Background: an optimization exercise with open tools, aiming at small area. Do not read the settings as production practice. Where RTL was checked, it was by simulation tests only, not by an equivalence proof against the original. Power and IR drop assume default switching activity.

== run A ==
// ipc_doorbell
module ipc_doorbell (
    input             clk,
    input             rst,
    input             op_valid,
    input      [31:0] op_td,
    input      [63:0] op_wdata,
    output reg        rd_valid,
    output     [63:0] rd_data,
    output reg        diag_width,
    output reg        diag_range,
    output            host_irq,
    output            dsp_irq_ipc,
    output     [3:0]  dsp_irq_lvl,
    output     [3:0]  h2d_count,
    output     [3:0]  d2h_count,
    output reg        h2d_open,
    output reg        d2h_open
);
Size in the first run: roughly 4600 cells after synthesis, roughly 1600 flip-flops, ~180 I/O pins, ~0.063 sq mm of cells after synthesis.
Settings: LEC_CHECK=0, ABC_AREA=1, CAP_MARGIN=20, CORE_MARGIN=2, CORE_UTILIZATION=50, CTS_BUF_LIST=sky130_fd_sc_hd__clkbuf_16, CTS_CLUSTER_DIAMETER=80, CTS_CLUSTER_SIZE=24, PLACE_DENSITY=0.6, SLEW_MARGIN=20; clock period 10.0 ns.
run.sh (not shown) runs the stock make flow with config.mk's settings and CLKGATE_MAP_FILE= SYNTH_SCRIPT=/design/flow/synth_recipe.tcl, a recipe that flattens the netlist after the stock synthesis.
Having completed the whole flow, run A delivered a layout that passed the timing, design-rule and antenna checks.
Here is what was changed in the inputs of run B compared with run A.
# run A
export LEC_CHECK = 0
export ABC_AREA = 1
export CAP_MARGIN = 20
export CORE_MARGIN = 2
export CORE_UTILIZATION = 50
export CTS_BUF_LIST = sky130_fd_sc_hd__clkbuf_16
export CTS_CLUSTER_DIAMETER = 80
export CTS_CLUSTER_SIZE = 24
export PLACE_DENSITY = 0.6
export SLEW_MARGIN = 20
create_clock -name core_clock -period 10.0 [get_ports {clk}]
# run B
export LEC_CHECK = 0
export ABC_AREA = 1
export CAP_MARGIN = 20
export CORE_MARGIN = 2
export CORE_UTILIZATION = 50
export CTS_BUF_LIST = sky130_fd_sc_hd__clkbuf_16
export CTS_CLUSTER_DIAMETER = 60
export CTS_CLUSTER_SIZE = 30
export PLACE_DENSITY = 0.6
export SLEW_MARGIN = 20
create_clock -name core_clock -period 10.0 [get_ports {clk}]
Notes after the runs:
- Run B finished every step from synthesis to the final layout, and the layout passed the timing, design-rule and antenna checks.
- On run B: clock skew is 16 ps higher than what run A gave.
- Reported for run B and run A, placed instance count turned out identical to the last digit.
- Run A → run B: minimum setup slack in the final design shows a reduction of 85 ps; overall global routing resource usage shows an increase of 0.20 points.
- Between run A and run B, detail-routed via count per cell decreased.
Inputs modified between run B and run C:
# run B
export LEC_CHECK = 0
export ABC_AREA = 1
export CAP_MARGIN = 20
export CORE_MARGIN = 2
export CORE_UTILIZATION = 50
export CTS_BUF_LIST = sky130_fd_sc_hd__clkbuf_16
export CTS_CLUSTER_DIAMETER = 60
export CTS_CLUSTER_SIZE = 30
export PLACE_DENSITY = 0.6
export SLEW_MARGIN = 20
create_clock -name core_clock -period 10.0 [get_ports {clk}]
# run C
export LEC_CHECK = 0
export ABC_AREA = 1
export CAP_MARGIN = 20
export CORE_MARGIN = 2
export CORE_UTILIZATION = 50
export CTS_BUF_LIST = sky130_fd_sc_hd__clkbuf_8
export CTS_CLUSTER_SIZE = 20
export PLACE_DENSITY = 0.6
export SLEW_MARGIN = 20
create_clock -name core_clock -period 10.0 [get_ports {clk}]
### Flow results
Reported for run C and run B, critical path depth turned out identical to the last digit.
Between run C and run B, the total via count after detailed routing is lower for run B.
Wire: run C routes more than run B
Sort run C and run B by setup slack desc -> top: run B
Lower total power consumption of the routed design goes to run C over run B.
Delta (run C minus run B): minimum period implied by the final worst setup slack climbed 240 ps; sequential share of layout area has remained practically unchanged.

---

== run 1 ==
ipc_doorbell, a different RTL version from the one above (not shown whole).
Size: ~3,400 cells after synthesis, ~180 I/O pins.
clock: 10.0 ns
lec_check: 0
abc_area: 1
cap_margin: 20
core_margin: 2
core_utilization: 50
cts_buf_list: sky130_fd_sc_hd__clkbuf_16
cts_cluster_diameter: 90
cts_cluster_size: 28
place_density: 0.6
slew_margin: 20
standard.sh (not shown) runs the stock make flow with config.mk's settings and CLKGATE_MAP_FILE= SYNTH_SCRIPT=/design/flow/synth_recipe.tcl, a recipe that flattens the netlist after the stock synthesis.
==> flow/flow/run.sh <==
#!/bin/bash
# Own layout flow: the standard synthesis, then the combinational logic is
# mapped again with an area-oriented ABC script (registers untouched), checked
# for equivalence, and laid out with the standard flow.
# Each tool's full output goes to a log file of its own in this folder.
set -euo pipefail
W=$(pwd)
F=$W/flow
Y=$FLOW_HOME/../tools/install/yosys/bin
LIB=$FLOW_HOME/platforms/sky130hd/lib/sky130_fd_sc_hd__tt_025C_1v80.lib
R=$W/orfs/results/sky130hd/ipc_doorbell/base

# 1. Standard synthesis (unchanged).
bash standard.sh synth > $W/synth_standard.log 2>&1
cp $R/1_2_yosys.v $W/synth_standard.v

# 2. Remap the combinational logic; flip-flop instances stay as they are.
python3 $F/libfunc.py $LIB $W/dont_use.txt > $W/cells.v
cat > $W/remap.ys <<EOY
read_verilog $W/cells.v
read_verilog $W/synth_standard.v
hierarchy -top $FLOW_TOP
flatten
rename -hide w:*.*
read_liberty -lib -overwrite $LIB
techmap
opt -fast
setundef -zero
abc -D 10000 -liberty $LIB $(cat $W/dont_use.txt) -script $F/remap.abc
opt_clean -purge
hilomap -singleton -hicell sky130_fd_sc_hd__conb_1 HI -locell sky130_fd_sc_hd__conb_1 LO
insbuf -buf sky130_fd_sc_hd__buf_4 A X
splitnets
opt_clean -purge
check -assert -mapped
tee -o $W/remap_stat.txt stat -liberty $LIB
write_verilog -noattr -nohex -nodec $W/synth_remap.v
EOY
use_remap=0
if $Y/yosys -s $W/remap.ys > $W/remap.log 2>&1; then
  # 3. Combinational equivalence, with every flip-flop cut into ports.
  python3 $F/cut.py $W/synth_standard.v $W/cec_gold.v
  python3 $F/cut.py $W/synth_remap.v $W/cec_gate.v
  for x in gold gate; do
    $Y/yosys -p "read_verilog $W/cells.v; read_verilog $W/cec_$x.v; hierarchy -top $FLOW_TOP; flatten; techmap; opt -fast; aigmap; write_aiger -zinit $W/cec_$x.aig" > $W/cec_$x.log 2>&1
  done
  $Y/yosys-abc -c "cec $W/cec_gold.aig $W/cec_gate.aig" > $W/cec.log 2>&1 || true
  if grep -q "Networks are equivalent" $W/cec.log && ! grep -q "lpflow\|probe" $W/synth_remap.v; then
    use_remap=1
  fi
fi
if [[ $use_remap == 1 ]]; then
  echo "using the remapped netlist" > $W/remap_used.txt
  cp $W/synth_remap.v $R/1_2_yosys.v
else
  echo "remap failed or not equivalent: standard netlist kept" > $W/remap_used.txt
fi

# 4. Layout: the standard flow from the netlist on.
bash standard.sh \
  "BUFFER_PORTS_ARGS=-buffer_cell sky130_fd_sc_hd__buf_1" \
  "CTS_ARGS=-sink_clustering_enable -repair_clock_nets -sink_clustering_size 28 -sink_clustering_max_diameter 90 -buf_list sky130_fd_sc_hd__clkbuf_16 -dont_use_dummy_load" \
  finish > $W/layout.log 2>&1
Other scripts of this flow, unchanged in this note and not shown: flow/flow/cut.py, flow/flow/libfunc.py, flow/flow/remap.abc
Run 1 reached the end of the flow, and the finished layout is clean on the timing, design-rule and antenna checks.
[inputs] run 2 vs run 1
- changing CTS_CLUSTER_SIZE from 28 to 24
- changing CORE_UTILIZATION from 50 to 62
- changing PLACE_DENSITY from 0.6 to 0.72
- changing CTS_CLUSTER_DIAMETER from 90 to 80
diff --git a/flow/flow/run.sh b/flow/flow/run.sh
--- a/flow/flow/run.sh
+++ b/flow/flow/run.sh
@@ -60,4 +60,4 @@
 bash standard.sh \
   "BUFFER_PORTS_ARGS=-buffer_cell sky130_fd_sc_hd__buf_1" \
-  "CTS_ARGS=-sink_clustering_enable -repair_clock_nets -sink_clustering_size 28 -sink_clustering_max_diameter 90 -buf_list sky130_fd_sc_hd__clkbuf_16 -dont_use_dummy_load" \
+  "CTS_ARGS=-sink_clustering_enable -repair_clock_nets -sink_clustering_size 24 -sink_clustering_max_diameter 80 -buf_list sky130_fd_sc_hd__clkbuf_16 -dont_use_dummy_load" \
   finish > $W/layout.log 2>&1
==> run notes <==
Looking at cell depth of the worst setup path across run 2 and run 1, the one that comes out lower is run 2.
Re cell count: run 2 is about 5% down on run 1.
Re maximum clock frequency: run 2 and run 1 aren't equal, and the higher value belongs to run 1.
Compared with run 1, in run 2 sequential logic power has remained practically unchanged, number of nets in the finished design has remained practically unchanged, post-layout instance area has remained practically unchanged, worst hold margin has increased, final cell utilization of the core has increased.
Looking only at buffer and inverter count on the worst path, and setting everything else aside, the higher value of run 2 and run 1 goes to run 1.

---

== run Z ==
RTL: one of the versions met above, not the one the previous note started from.
Size: ~3500 cells after synthesis, about 59000 um2 of cells after synthesis.
Settings: LEC_CHECK=0, ABC_AREA=1, CAP_MARGIN=20, CORE_MARGIN=2, CORE_UTILIZATION=50, CTS_BUF_LIST=sky130_fd_sc_hd__clkbuf_16, CTS_CLUSTER_DIAMETER=80, CTS_CLUSTER_SIZE=24, PLACE_DENSITY=0.6, SLEW_MARGIN=20; clock period 10.0 ns.
==> flow/flow/run.sh <==
#!/bin/bash
# Own layout flow: the standard synthesis, then the combinational logic is
# mapped again with an area-oriented ABC script (registers untouched), checked
# for equivalence, and laid out with the standard flow.
# Each tool's full output goes to a log file of its own in this folder.
set -euo pipefail
W=$(pwd)
F=$W/flow
Y=$FLOW_HOME/../tools/install/yosys/bin
LIB=$FLOW_HOME/platforms/sky130hd/lib/sky130_fd_sc_hd__tt_025C_1v80.lib
R=$W/orfs/results/sky130hd/ipc_doorbell/base

# 1. Standard synthesis (unchanged).
bash standard.sh synth > $W/synth_standard.log 2>&1
cp $R/1_2_yosys.v $W/synth_standard.v

# 2. Remap the combinational logic; flip-flop instances stay as they are.
python3 $F/libfunc.py $LIB $W/dont_use.txt > $W/cells.v
cat > $W/remap.ys <<EOY
read_verilog $W/cells.v
read_verilog $W/synth_standard.v
hierarchy -top $FLOW_TOP
flatten
rename -hide w:*.*
read_liberty -lib -overwrite $LIB
techmap
opt -fast
setundef -zero
abc -D 10000 -liberty $LIB $(cat $W/dont_use.txt) -script $F/remap.abc
opt_clean -purge
hilomap -singleton -hicell sky130_fd_sc_hd__conb_1 HI -locell sky130_fd_sc_hd__conb_1 LO
insbuf -buf sky130_fd_sc_hd__buf_4 A X
splitnets
opt_clean -purge
check -assert -mapped
tee -o $W/remap_stat.txt stat -liberty $LIB
write_verilog -noattr -nohex -nodec $W/synth_remap.v
EOY
use_remap=0
if $Y/yosys -s $W/remap.ys > $W/remap.log 2>&1; then
  # 3. Combinational equivalence, with every flip-flop cut into ports.
  python3 $F/cut.py $W/synth_standard.v $W/cec_gold.v
  python3 $F/cut.py $W/synth_remap.v $W/cec_gate.v
  for x in gold gate; do
    $Y/yosys -p "read_verilog $W/cells.v; read_verilog $W/cec_$x.v; hierarchy -top $FLOW_TOP; flatten; techmap; opt -fast; aigmap; write_aiger -zinit $W/cec_$x.aig" > $W/cec_$x.log 2>&1
  done
  $Y/yosys-abc -c "cec $W/cec_gold.aig $W/cec_gate.aig" > $W/cec.log 2>&1 || true
  if grep -q "Networks are equivalent" $W/cec.log && ! grep -q "lpflow\|probe" $W/synth_remap.v; then
    use_remap=1
  fi
fi
if [[ $use_remap == 1 ]]; then
  echo "using the remapped netlist" > $W/remap_used.txt
  cp $W/synth_remap.v $R/1_2_yosys.v
else
  echo "remap failed or not equivalent: standard netlist kept" > $W/remap_used.txt
fi

# 4. Layout: the standard flow from the netlist on.
bash standard.sh finish > $W/layout.log 2>&1
Other scripts of this flow, unchanged in this note and not shown: flow/flow/cut.py, flow/flow/libfunc.py, flow/flow/remap.abc
diff inputs: run Z => run K
diff --git a/flow/flow/run.sh b/flow/flow/run.sh
--- a/flow/flow/run.sh
+++ b/flow/flow/run.sh
@@ -58,3 +58,6 @@
 
 # 4. Layout: the standard flow from the netlist on.
-bash standard.sh finish > $W/layout.log 2>&1
+bash standard.sh \
+  "BUFFER_PORTS_ARGS=-buffer_cell sky130_fd_sc_hd__buf_1" \
+  "CTS_ARGS=-sink_clustering_enable -repair_clock_nets -sink_clustering_size 24 -sink_clustering_max_diameter 80 -buf_list sky130_fd_sc_hd__clkbuf_16 -dont_use_dummy_load" \
+  finish > $W/layout.log 2>&1
==> run notes <==
Timing, DRC, antenna: 0 failures across run Z and run K. Run K leaves more setup margin than run Z. Compare run Z and run K | final worst-path cycle share lower: run K. Wire length of the first global-routing pass | run K above run Z. Run K vs. run Z: cell count went down 36, aggregate routed wire length went up 1800 um, switching power went down 3.0%, detailed route wirelength on metal3 went up 1700 um, via count held. [run K vs run Z] overall fraction of global-route tracks in use: higher in run K.

---

ipc_doorbell, a different RTL version from the one above (not shown whole).
Size: ~5800 cells after synthesis, about 180 I/O pins, roughly 73000 µm² of cells after synthesis.
Design ipc_doorbell, start of the top module:
module ipc_doorbell (
    input             clk,
    input             rst,
    input             op_valid,
    input      [31:0] op_td,
    input      [63:0] op_wdata,
    output reg        rd_valid,
    output     [63:0] rd_data,
    output reg        diag_width,
    output reg        diag_range,
    output            host_irq,
    output            dsp_irq_ipc,
    output     [3:0]  dsp_irq_lvl,
    output     [3:0]  h2d_count,
    output     [3:0]  d2h_count,
    output reg        h2d_open,
    output reg        d2h_open
);
    wire [3:0]  port = op_td[31:28];
    wire [3:0]  opc  = op_td[27:24];
    wire [3:0]  f_a  = op_td[23:20];    
    wire [3:0]  f_b  = op_td[19:16];    
    wire [15:0] off  = op_td[15:0];
    wire        is_mmio  = op_valid && (port == 4'd0 || port == 4'd1) &&
                           (opc == 4'd0 || opc == 4'd1);
    wire        side     = port[0];
    wire        blk1     = (f_b == 4'd1);
    wire        has_view = (f_b == 4'd0) || (blk1 && side);
    wire        w4       = (f_a == 4'd4);
    wire        w8       = (f_a == 4'd8);
    wire [3:0]  wi       = off[5:2];
    wire [16:0] off4     = {1'b0, off} + 17'd4;
    wire [3:0]  wi4      = off4[5:2];
    function automatic tagged0(input [3:0] w);
  ...
Settings: LEC_CHECK=0, ABC_AREA=1, CAP_MARGIN=20, CORE_MARGIN=2, CORE_UTILIZATION=60, CTS_BUF_LIST=sky130_fd_sc_hd__clkbuf_4, PLACE_DENSITY=0.7, SLEW_MARGIN=20; clock period 10.0 ns.
run.sh (not shown) runs the stock make flow with config.mk's settings and CLKGATE_MAP_FILE= SYNTH_SCRIPT=/design/flow/synth_recipe.tcl, a recipe that flattens the netlist after the stock synthesis.
Stock flow here: none of the scripts above is used.
The starting point passed the timing, design-rule and antenna checks.
Edit:
Settings changed: CORE_UTILIZATION 60 to 50, CTS_BUF_LIST sky130_fd_sc_hd__clkbuf_4 to sky130_fd_sc_hd__clkbuf_8, CTS_CLUSTER_SIZE set to 20, PLACE_DENSITY 0.7 to 0.6.
=>
- cell area rose by 0.33%
- clock-buffer cell count fell by 321
- utilization fell by 11 points
- hold slack is worse by 0.014 ns
- area after synthesis is unchanged
- clock skew fell by 0.056 ns
- setup slack is better by 0.77 ns
No functional check of the RTL was part of any run of this note.

---

Setup of job 5401:
ipc_doorbell with an RTL version that a note above also has.
Size: about 3400 cells after synthesis, about 180 I/O pins.
export LEC_CHECK = 0
export ABC_AREA = 1
export CAP_MARGIN = 20
export CORE_MARGIN = 2
export CORE_UTILIZATION = 50
export CTS_BUF_LIST = sky130_fd_sc_hd__clkbuf_16
export CTS_CLUSTER_DIAMETER = 80
export CTS_CLUSTER_SIZE = 24
export GPL_TIMING_DRIVEN = 0
export PLACE_DENSITY = 0.6
export SLEW_MARGIN = 20
create_clock -name core_clock -period 10.0 [get_ports {clk}]
standard.sh (not shown) runs the stock make flow with config.mk's settings and CLKGATE_MAP_FILE= SYNTH_SCRIPT=/design/flow/synth_recipe.tcl, a recipe that flattens the netlist after the stock synthesis.
==> flow/flow/run.sh <==
#!/bin/bash
# Own layout flow: the standard synthesis, then the combinational logic is
# mapped again with an area-oriented ABC script (registers untouched), checked
# for equivalence, and laid out with the standard flow.
# Each tool's full output goes to a log file of its own in this folder.
set -euo pipefail
W=$(pwd)
F=$W/flow
Y=$FLOW_HOME/../tools/install/yosys/bin
LIB=$FLOW_HOME/platforms/sky130hd/lib/sky130_fd_sc_hd__tt_025C_1v80.lib
R=$W/orfs/results/sky130hd/ipc_doorbell/base

# 1. Standard synthesis (unchanged).
bash standard.sh synth > $W/synth_standard.log 2>&1
cp $R/1_2_yosys.v $W/synth_standard.v

# 2. Remap the combinational logic; flip-flop instances stay as they are.
python3 $F/libfunc.py $LIB $W/dont_use.txt > $W/cells.v
cat > $W/remap.ys <<EOY
read_verilog $W/cells.v
read_verilog $W/synth_standard.v
hierarchy -top $FLOW_TOP
flatten
rename -hide w:*.*
read_liberty -lib -overwrite $LIB
techmap
opt -fast
setundef -zero
abc -D 10000 -liberty $LIB $(cat $W/dont_use.txt) -script $F/remap.abc
opt_clean -purge
hilomap -singleton -hicell sky130_fd_sc_hd__conb_1 HI -locell sky130_fd_sc_hd__conb_1 LO
insbuf -buf sky130_fd_sc_hd__buf_4 A X
splitnets
opt_clean -purge
check -assert -mapped
tee -o $W/remap_stat.txt stat -liberty $LIB
write_verilog -noattr -nohex -nodec $W/synth_remap.v
EOY
use_remap=0
if $Y/yosys -s $W/remap.ys > $W/remap.log 2>&1; then
  # 3. Combinational equivalence, with every flip-flop cut into ports.
  python3 $F/cut.py $W/synth_standard.v $W/cec_gold.v
  python3 $F/cut.py $W/synth_remap.v $W/cec_gate.v
  for x in gold gate; do
    $Y/yosys -p "read_verilog $W/cells.v; read_verilog $W/cec_$x.v; hierarchy -top $FLOW_TOP; flatten; techmap; opt -fast; aigmap; write_aiger -zinit $W/cec_$x.aig" > $W/cec_$x.log 2>&1
  done
  $Y/yosys-abc -c "cec $W/cec_gold.aig $W/cec_gate.aig" > $W/cec.log 2>&1 || true
  if grep -q "Networks are equivalent" $W/cec.log && ! grep -q "lpflow\|probe" $W/synth_remap.v; then
    use_remap=1
  fi
fi
if [[ $use_remap == 1 ]]; then
  echo "using the remapped netlist" > $W/remap_used.txt
  cp $W/synth_remap.v $R/1_2_yosys.v
else
  echo "remap failed or not equivalent: standard netlist kept" > $W/remap_used.txt
fi

# 4. Layout: the standard flow from the netlist on.
bash standard.sh \
  "BUFFER_PORTS_ARGS=-buffer_cell sky130_fd_sc_hd__buf_1" \
  "CTS_ARGS=-sink_clustering_enable -repair_clock_nets -sink_clustering_size 24 -sink_clustering_max_diameter 80 -buf_list sky130_fd_sc_hd__clkbuf_16 -dont_use_dummy_load" \
  finish > $W/layout.log 2>&1
Other scripts of this flow, unchanged in this note and not shown: flow/flow/cut.py, flow/flow/libfunc.py, flow/flow/remap.abc
Job 5401 ran to completion and came out clean on the timing, design-rule and antenna checks.
Here is what was changed in the inputs of job 2438 compared with job 5401.
Settings: removing GPL_TIMING_DRIVEN (formerly 0).
-- flow/flow/run.sh --
<<< job 5401, line 61
  "BUFFER_PORTS_ARGS=-buffer_cell sky130_fd_sc_hd__buf_1" \
  "CTS_ARGS=-sink_clustering_enable -repair_clock_nets -sink_clustering_size 24 -sink_clustering_max_diameter 80 -buf_list sky130_fd_sc_hd__clkbuf_16 -dont_use_dummy_load" \
>>> job 2438, line 61
  "BUFFER_PORTS_ARGS=-buffer_cell sky130_fd_sc_hd__buf_1" \
  "RECOVER_POWER=100" \
  "CTS_ARGS=-sink_clustering_enable -repair_clock_nets -sink_clustering_size 24 -sink_clustering_max_diameter 80 -buf_list sky130_fd_sc_hd__clkbuf_16 -dont_use_dummy_load" \
Notes after the runs:
Count of clock buffers in the final design: job 2438 vs job 5401 up 2.7%
Diff job 2438..job 5401 | net count after synthesis | negligible
Going from job 5401 to job 2438, filler-free cell count of the finished design now sits lower, worst ir drop on vdd has increased, total instance count after detailed placement went down.
Compared with job 5401, job 2438 shows a lower layout overhead on the synthesized area.
STATUS run=job 2438 STAGES=ALL_DONE FINAL_CHECKS=FAILED CAUSE=capacitance limit, slew limit
--- input diff job 2438..job 3031 ---
Settings: swapping 24 for 30 in CTS_CLUSTER_SIZE; swapping 80 for 50 in CTS_CLUSTER_DIAMETER.
-- flow/flow/run.sh --
<<< job 2438, line 61
  "BUFFER_PORTS_ARGS=-buffer_cell sky130_fd_sc_hd__buf_1" \
  "RECOVER_POWER=100" \
  "CTS_ARGS=-sink_clustering_enable -repair_clock_nets -sink_clustering_size 24 -sink_clustering_max_diameter 80 -buf_list sky130_fd_sc_hd__clkbuf_16 -dont_use_dummy_load" \
  finish > $W/layout.log 2>&1
>>> job 3031, line 61
  "BUFFER_PORTS_ARGS=-buffer_cell sky130_fd_sc_hd__buf_1" \
  "CTS_ARGS=-sink_clustering_enable -repair_clock_nets -sink_clustering_size 30 -sink_clustering_max_diameter 50 -buf_list sky130_fd_sc_hd__clkbuf_16 -dont_use_dummy_load" \
  finish > $W/layout.log 2>&1
==> comparison <==
Wire length of the first global-routing pass: job 3031 > job 2438
For the critical path depth, job 3031 came in 2 higher than job 2438 did.
From job 2438 to job 3031 the numbers moved as follows: multi-input gate share of the layout cell area ~0 delta, cell area went up about 3.4%.
In the reports for job 2438 and job 3031, the larger post-route fraction of the period consumed by the critical path belongs to job 2438.
The setup slack of job 3031 is larger than that of job 2438.
From job 3031 to job 2438, die area did not move at all.
As far as boundary pin count goes, job 2438 and job 3031 are indistinguishable; the numbers are identical.
The post-layout net count of job 3031 exceeds that of job 2438 by about 1.5%.
Job 3031 against job 2438: overall fraction of global-route tracks in use +0.33 points; number of clock sinks seen by CTS ~0 delta.
Although job 2438 finished all stages, its layout failed final checks on capacitance limit, slew limit.
Job 3031 completed end to end with timing, DRC and antenna clean.
#### Input delta (job 1500 over job 3031)
Settings: CTS_CLUSTER_DIAMETER: 50 -> 80; CTS_CLUSTER_SIZE: 30 -> 24.
-- flow/flow/run.sh --
<<< job 3031, line 61
  "BUFFER_PORTS_ARGS=-buffer_cell sky130_fd_sc_hd__buf_1" \
  "CTS_ARGS=-sink_clustering_enable -repair_clock_nets -sink_clustering_size 30 -sink_clustering_max_diameter 50 -buf_list sky130_fd_sc_hd__clkbuf_16 -dont_use_dummy_load" \
  finish > $W/layout.log 2>&1
>>> job 1500, line 61
  "BUFFER_PORTS_ARGS=-buffer_cell sky130_fd_sc_hd__buf_1" \
  "CTS_ARGS=-sink_clustering_enable -repair_clock_nets -sink_clustering_size 24 -sink_clustering_max_diameter 80 -buf_list sky130_fd_sc_hd__clkbuf_16 -dont_use_dummy_load" \
  finish > $W/layout.log 2>&1
## What came out
Against job 3031 as the reference, job 1500 delivers a lower total via count after detailed routing.
Between job 3031 and job 1500, the difference in routed length on met3 is negligible.
Comparing job 3031 and job 1500, worst setup margin is lower on job 3031.

## re-timing with driven ports
The flow's constraints put no driver on any port. The routed layouts listed below were extracted and timed again, unchanged, in two steps. Step 1 (the two cells are an assumption about what drives the block):
set clk [get_ports {clk}]
set_driving_cell -lib_cell sky130_fd_sc_hd__clkbuf_16 $clk
set_driving_cell -lib_cell sky130_fd_sc_hd__buf_2 [delete_from_list [all_inputs] $clk]
Step 2 adds t to the input delays and takes it off the output delays; t is the mean of the earliest and latest rising clock arrival at the registers after step 1. Input paths then give back, and output paths get back, about the clock's delay inside the block. Three values: ideal, step 1, step 2; two values: the first two.
run	t (ns)	setup slack, ns	clock arrival spread, ns	worst data-port slew with drivers (ns)	cell pins on the clock port's net
run A	0.752	2.268 / 2.191 / 1.522	0.043 / 0.043	0.26	1
run B	0.809	2.183 / 2.105 / 1.540	0.057 / 0.057	0.25	1
run C	1.022	1.942 / 1.864 / 1.459	0.047 / 0.047	0.23	1
run 1	0.734	2.370 / 2.300 / 2.409	0.060 / 0.060	0.12	1
run 2	0.714	2.276 / 2.203 / 2.190	0.066 / 0.066	0.12	1
run Z	0.760	0.641 / 0.675 / -0.086	0.041 / 0.041	0.11	1
run K	0.760	0.701 / 0.717 / -0.043	0.066 / 0.066	0.11	1
the first run of note 4	1.417	1.157 / 1.075 / 2.320	0.126 / 0.126	0.14	1
the second run of note 4	1.069	1.930 / 1.845 / 2.369	0.083 / 0.082	0.14	1
job 5401	0.738	1.986 / 1.912 / 1.301	0.049 / 0.049	0.11	1
job 2438	0.748	1.154 / 1.137 / 0.390	0.068 / 0.069	0.10	1
job 3031	0.801	2.251 / 2.175 / 2.379	0.068 / 0.067	0.10	1
job 1500	0.746	2.282 / 2.205 / 2.381	0.072 / 0.072	0.10	1
With both steps, setup timing fails in run Z and run K, where it was met with ideal ports. For job 2438, which loses most, drivers alone change the setup slack by -0.017 ns; drivers and shift together by -0.764 ns.
